Background: an optimization exercise with open tools, aiming at small area. Do not read the settings as production practice. Function was checked by simulation only, so behaviour that the tests miss may differ from the original. No activity file was given, so power comes from the tool's default toggle rates.

==> flow/design.v <==
module umps_chardev (
    input  wire        clk,
    input  wire        rst,           
    input  wire [7:0]  clock_rate,    
    input  wire        tick,          
    input  wire        req_valid,
    input  wire        req_write,
    input  wire [7:0]  req_addr,      
    input  wire [31:0] req_wdata,
    output reg         rvalid,
    output reg  [31:0] rdata,
    input  wire [15:0] working,       
    input  wire [7:0]  rx_valid,      
    input  wire [63:0] rx_data,
    output wire [7:0]  rx_ready,
    output reg  [7:0]  prn_valid,     
    output wire [63:0] prn_data,
    output reg  [7:0]  tx_valid,      
    output wire [63:0] tx_data,
    output wire [4:0]  ip             
);
    wire       do_write = req_valid & req_write;
    wire       do_read  = req_valid & ~req_write;
    wire       hit_prn  = req_addr[7:5] == 3'b011;    
    wire       hit_term = req_addr[7:5] == 3'b100;    
    wire [2:0] dev      = req_addr[4:2];
    wire [1:0] idx      = req_addr[1:0];
    wire [7:0] opcode   = req_wdata[7:0];
    wire       op_reset = opcode == 8'd0;
    wire       op_ack   = opcode == 8'd1;
    wire       op_char  = opcode == 8'd2;
    wire [31:0] wbus = rst ? 32'd0 : req_wdata;
    reg [63:0] tod;
    always @(posedge clk) begin
        if (rst)
            tod <= 64'd0;
        else
            tod <= tod + {63'd0, tick};
    end
    wire [16:0] now = tod[16:0];
    wire [16:0] cr      = {9'd0, clock_rate};
    wire [16:0] lat80   = cr * 17'd80;
    reg  [16:0] lat_m1;
    always @(*) begin
        case ({hit_term, op_char})
            2'b00:   lat_m1 = cr * 17'd40  - 17'd1;    
            2'b01:   lat_m1 = cr * 17'd8   - 17'd1;    
            2'b10:   lat_m1 = cr * 17'd400 - 17'd1;    
            default: lat_m1 = lat80        - 17'd1;    
        endcase
    end
    wire [16:0] dl_new   = now + lat_m1;    
    wire [16:0] dl_retry = now + lat80;     
    function [3:0] opdec;                   
        input [7:0] op;
        reg z;
        begin
            z = ~|op[7:2];
            opdec = {~z | (op[1] & op[0]), z & op[1] & ~op[0],
                     z & ~op[1] & op[0], z & ~op[1] & ~op[0]};
        end
    endfunction
    function pend_of;
        input [3:0] d;
        input       busy;
        input       e;
        pend_of = ~busy & ~d[1] & ~(d[0] & e);
    endfunction
    reg  [31:0] p_cmd   [0:7];
    reg  [31:0] p_data0 [0:7];
    reg  [16:0] p_dl    [0:7];
    reg  [7:0]  p_busy;
    wire [7:0]  pend6;
    wire [2:0]  p_code  [0:7];
    reg  [31:0] t_rcmd  [0:7];
    reg  [31:0] t_tcmd  [0:7];
    reg  [16:0] t_rdl   [0:7];    
    reg  [16:0] t_tdl   [0:7];
    reg  [7:0]  t_rbusy;
    reg  [7:0]  t_tbusy;
    reg  [7:0]  t_rxfull;
    reg  [7:0]  t_rxbyte [0:7];
    wire [7:0]  pend7;
    wire [15:0] r_stat  [0:7];
    wire [15:0] x_stat  [0:7];
    wire [7:0]  x_byte;           
    assign ip       = {|pend7, |pend6, 3'b000};
    assign rx_ready = ~t_rxfull;
    wire op_busy = op_reset | op_char;    
    genvar g;
    generate
        for (g = 0; g < 8; g = g + 1) begin : dv
            wire [3:0] pd   = opdec(p_cmd[g][7:0]);
            wire p_sel  = do_write & hit_prn & (dev == g) & ~p_busy[g];
            wire p_wcmd = p_sel & (idx == 2'd1);
            wire p_wdat = p_sel & (idx == 2'd2);
            wire p_done = tick & p_busy[g] & (now == p_dl[g]);
            wire p_char = p_cmd[g][1];      
            wire p_e    = p_dl[g][16];      
            assign prn_data[8*g +: 8] = p_data0[g][7:0];
            assign pend6[g]  = pend_of(pd, p_busy[g], p_e);
            assign p_code[g] = p_busy[g] ? 3'd3 :
                               pd[3]     ? 3'd2 :
                               (pd[2] & p_e) ? 3'd4 : 3'd1;
            always @(posedge clk) begin
                if (rst | p_wcmd) p_cmd[g]   <= wbus;
                if (rst | p_wdat) p_data0[g] <= wbus;
                if (p_wcmd)       p_dl[g]     <= dl_new;
                else if (p_done)  p_dl[g][16] <= p_char & ~working[g];
                if (rst)          p_dl[g][16] <= 1'b1;
            end
            always @(posedge clk) begin
                if (rst) begin
                    p_busy[g]    <= 1'b0;
                    prn_valid[g] <= 1'b0;
                end else begin
                    prn_valid[g] <= p_done & p_char & working[g];
                    if (p_wcmd)
                        p_busy[g] <= op_busy;
                    else if (p_done)
                        p_busy[g] <= 1'b0;
                end
            end
            wire [3:0] rd_ = opdec(t_rcmd[g][7:0]);
            wire r_wcmd = do_write & hit_term & (dev == g) & (idx == 2'd1) & ~t_rbusy[g];
            wire r_due  = tick & t_rbusy[g] & (now == t_rdl[g]);
            wire r_char = t_rcmd[g][1];
            wire r_retry = r_due & r_char & ~t_rxfull[g];
            wire r_take  = r_due & r_char & t_rxfull[g] & working[8+g];
            wire r_e     = t_rdl[g][16];
            assign pend7[g] = pend_of(rd_, t_rbusy[g], r_e) |
                              pend_of(opdec(t_tcmd[g][7:0]), t_tbusy[g], t_tdl[g][16]);
            assign r_stat[g] = t_rbusy[g] ? 16'd3 :
                               rd_[3]     ? 16'd2 :
                               rd_[2]     ? (r_e ? 16'd4 : {t_rdl[g][7:0], 8'd5}) :
                                            16'd1;
            always @(posedge clk) begin
                if (rst | r_wcmd) t_rcmd[g] <= wbus;
                if (r_wcmd)       t_rdl[g]  <= dl_new;
                else if (r_retry) t_rdl[g]  <= dl_retry;
                else if (r_due)   t_rdl[g]  <= {r_char & ~working[8+g], t_rdl[g][15:8], t_rxbyte[g]};
                if (rst)          t_rdl[g][16] <= 1'b1;
            end
            always @(posedge clk) begin
                if (rst)
                    t_rbusy[g] <= 1'b0;
                else if (r_wcmd)
                    t_rbusy[g] <= op_busy;
                else if (r_due & ~r_retry)
                    t_rbusy[g] <= 1'b0;
            end
            always @(posedge clk) begin
                if (rst)
                    t_rxfull[g] <= 1'b0;
                else if (r_take)
                    t_rxfull[g] <= 1'b0;
                else if (rx_valid[g])
                    t_rxfull[g] <= 1'b1;
                if (rx_valid[g] & ~t_rxfull[g])
                    t_rxbyte[g] <= rx_data[8*g +: 8];
            end
            wire [3:0] xd   = opdec(t_tcmd[g][7:0]);
            wire x_wcmd = do_write & hit_term & (dev == g) & (idx == 2'd3) & ~t_tbusy[g];
            wire x_done = tick & t_tbusy[g] & (now == t_tdl[g]);
            wire x_char = t_tcmd[g][1];
            wire x_e    = t_tdl[g][16];
            assign tx_data[8*g +: 8] = t_tcmd[g][15:8];
            assign x_byte[g] = ~t_tbusy[g] & xd[2];
            assign x_stat[g] = t_tbusy[g] ? 16'd3 :
                               xd[3]      ? 16'd2 :
                               xd[2]      ? {t_tcmd[g][15:8], 5'd0, 2'b10, ~x_e} :
                                            16'd1;
            always @(posedge clk) begin
                if (rst | x_wcmd) t_tcmd[g] <= wbus;
                if (x_wcmd)       t_tdl[g]     <= dl_new;
                else if (x_done)  t_tdl[g][16] <= x_char & ~working[8+g];
                if (rst)          t_tdl[g][16] <= 1'b1;
            end
            always @(posedge clk) begin
                if (rst) begin
                    t_tbusy[g]  <= 1'b0;
                    tx_valid[g] <= 1'b0;
                end else begin
                    tx_valid[g] <= x_done & x_char & working[8+g];
                    if (x_wcmd)
                        t_tbusy[g] <= op_busy;
                    else if (x_done)
                        t_tbusy[g] <= 1'b0;
                end
            end
        end
    endgenerate
    wire [7:0] dsel;
    assign dsel = 8'd1 << dev;
    wire [3:0] isel;
    assign isel = 4'd1 << idx;
    reg [31:0] rd_mux;
    integer k;
    always @(*) begin
        rd_mux = 32'd0;
        for (k = 0; k < 8; k = k + 1) begin
            rd_mux = rd_mux
                | ({32{hit_prn  & dsel[k] & isel[0]}} & {29'd0, p_code[k]})
                | ({32{hit_prn  & dsel[k] & isel[1]}} & p_cmd[k])
                | ({32{hit_prn  & dsel[k] & isel[2]}} & p_data0[k])
                | ({32{hit_term & dsel[k] & isel[0]}} & {16'd0, r_stat[k]})
                | ({32{hit_term & dsel[k] & isel[1]}} & t_rcmd[k])
                | ({32{hit_term & dsel[k] & isel[2]}} & {29'd0, x_stat[k][2:0]})
                | ({32{hit_term & dsel[k] & isel[3]}} & t_tcmd[k])
                | ({32{hit_term & dsel[k] & isel[2] & x_byte[k]}} & {16'd0, t_tcmd[k][15:8], 8'd0});
        end
        rd_mux = rd_mux
            | ({32{req_addr == 8'd160}} & tod[31:0])
            | ({32{req_addr == 8'd161}} & tod[63:32])
            | ({32{req_addr == 8'd165}} & {24'd0, pend6})
            | ({32{req_addr == 8'd166}} & {24'd0, pend7});
    end
    always @(posedge clk) begin
        rvalid <= do_read & ~rst;
        rdata  <= rd_mux;
    end
endmodule
export LEC_CHECK = 0
export CAP_MARGIN = 20
export CORE_MARGIN = 2
export CORE_UTILIZATION = 55
export CTS_BUF_LIST = sky130_fd_sc_hd__clkbuf_8
export CTS_CLUSTER_DIAMETER = 70
export CTS_CLUSTER_SIZE = 16
export PLACE_DENSITY = 0.75
export SLEW_MARGIN = 20
create_clock -name core_clock -period 10.0 [get_ports {clk}]
standard.sh (not shown) runs the stock make flow with config.mk's settings and CLKGATE_MAP_FILE= SYNTH_SCRIPT=/design/flow/synth_recipe.tcl, a recipe that flattens the netlist after the stock synthesis.
==> flow/flow/run.sh <==
#!/bin/bash
set -euo pipefail
bash standard.sh finish "BUFFER_PORTS_ARGS=-buffer_cell sky130_fd_sc_hd__buf_1" > flow_make.log 2>&1
Edit:
--- a/flow/design.v
+++ b/flow/design.v
@@ -84,5 +84,4 @@
     wire [15:0] r_stat  [0:7];
     wire [15:0] x_stat  [0:7];
-    wire [7:0]  x_byte;           
     assign ip       = {|pend7, |pend6, 3'b000};
     assign rx_ready = ~t_rxfull;
@@ -166,5 +165,4 @@
             wire x_e    = t_tdl[g][16];
             assign tx_data[8*g +: 8] = t_tcmd[g][15:8];
-            assign x_byte[g] = ~t_tbusy[g] & xd[2];
             assign x_stat[g] = t_tbusy[g] ? 16'd3 :
                                xd[3]      ? 16'd2 :
@@ -206,7 +204,6 @@
                 | ({32{hit_term & dsel[k] & isel[0]}} & {16'd0, r_stat[k]})
                 | ({32{hit_term & dsel[k] & isel[1]}} & t_rcmd[k])
-                | ({32{hit_term & dsel[k] & isel[2]}} & {29'd0, x_stat[k][2:0]})
-                | ({32{hit_term & dsel[k] & isel[3]}} & t_tcmd[k])
-                | ({32{hit_term & dsel[k] & isel[2] & x_byte[k]}} & {16'd0, t_tcmd[k][15:8], 8'd0});
+                | ({32{hit_term & dsel[k] & isel[2]}} & {16'd0, x_stat[k]})
+                | ({32{hit_term & dsel[k] & isel[3]}} & t_tcmd[k]);
         end
         rd_mux = rd_mux
- total power is lower by 0.77%
- final area grows by 0.55%
- via count goes up by 4.6%
- first-iteration DRC count increases by 17%
- worst setup slack is better by 0.049 ns
- non-clock buffer count climbs by 14

-- static timing again, ports no longer ideal --
The results above use ideal ports. As a check the final layouts listed here were re-extracted and re-timed, cells and wires unchanged.
Step 1, drivers: a clkbuf_16 drives clk and a buf_2 each remaining input, both assumed.
Step 2 also shifts input and output timing later by t, the mid clock arrival at the registers, as if the neighbouring blocks saw the same clock.
a / b / c = ideal / step 1 / step 2; a / b = the first two.
run | t (ns) | slack for setup (ns) | worst hold slack (ns) | slew at the worst register clock pin (ns)
the first run | 0.990 | 2.582 / 2.623 / 1.633 | 0.483 / 0.483 / 0.483 | 0.11 / 0.11
the second run | 1.022 | 2.631 / 2.693 / 1.671 | 0.491 / 0.491 / 0.491 | 0.12 / 0.12
After both steps setup and hold are still met in every run listed. For the second run, which loses most, drivers alone change the setup slack by +0.062 ns; drivers and shift together by -0.960 ns.
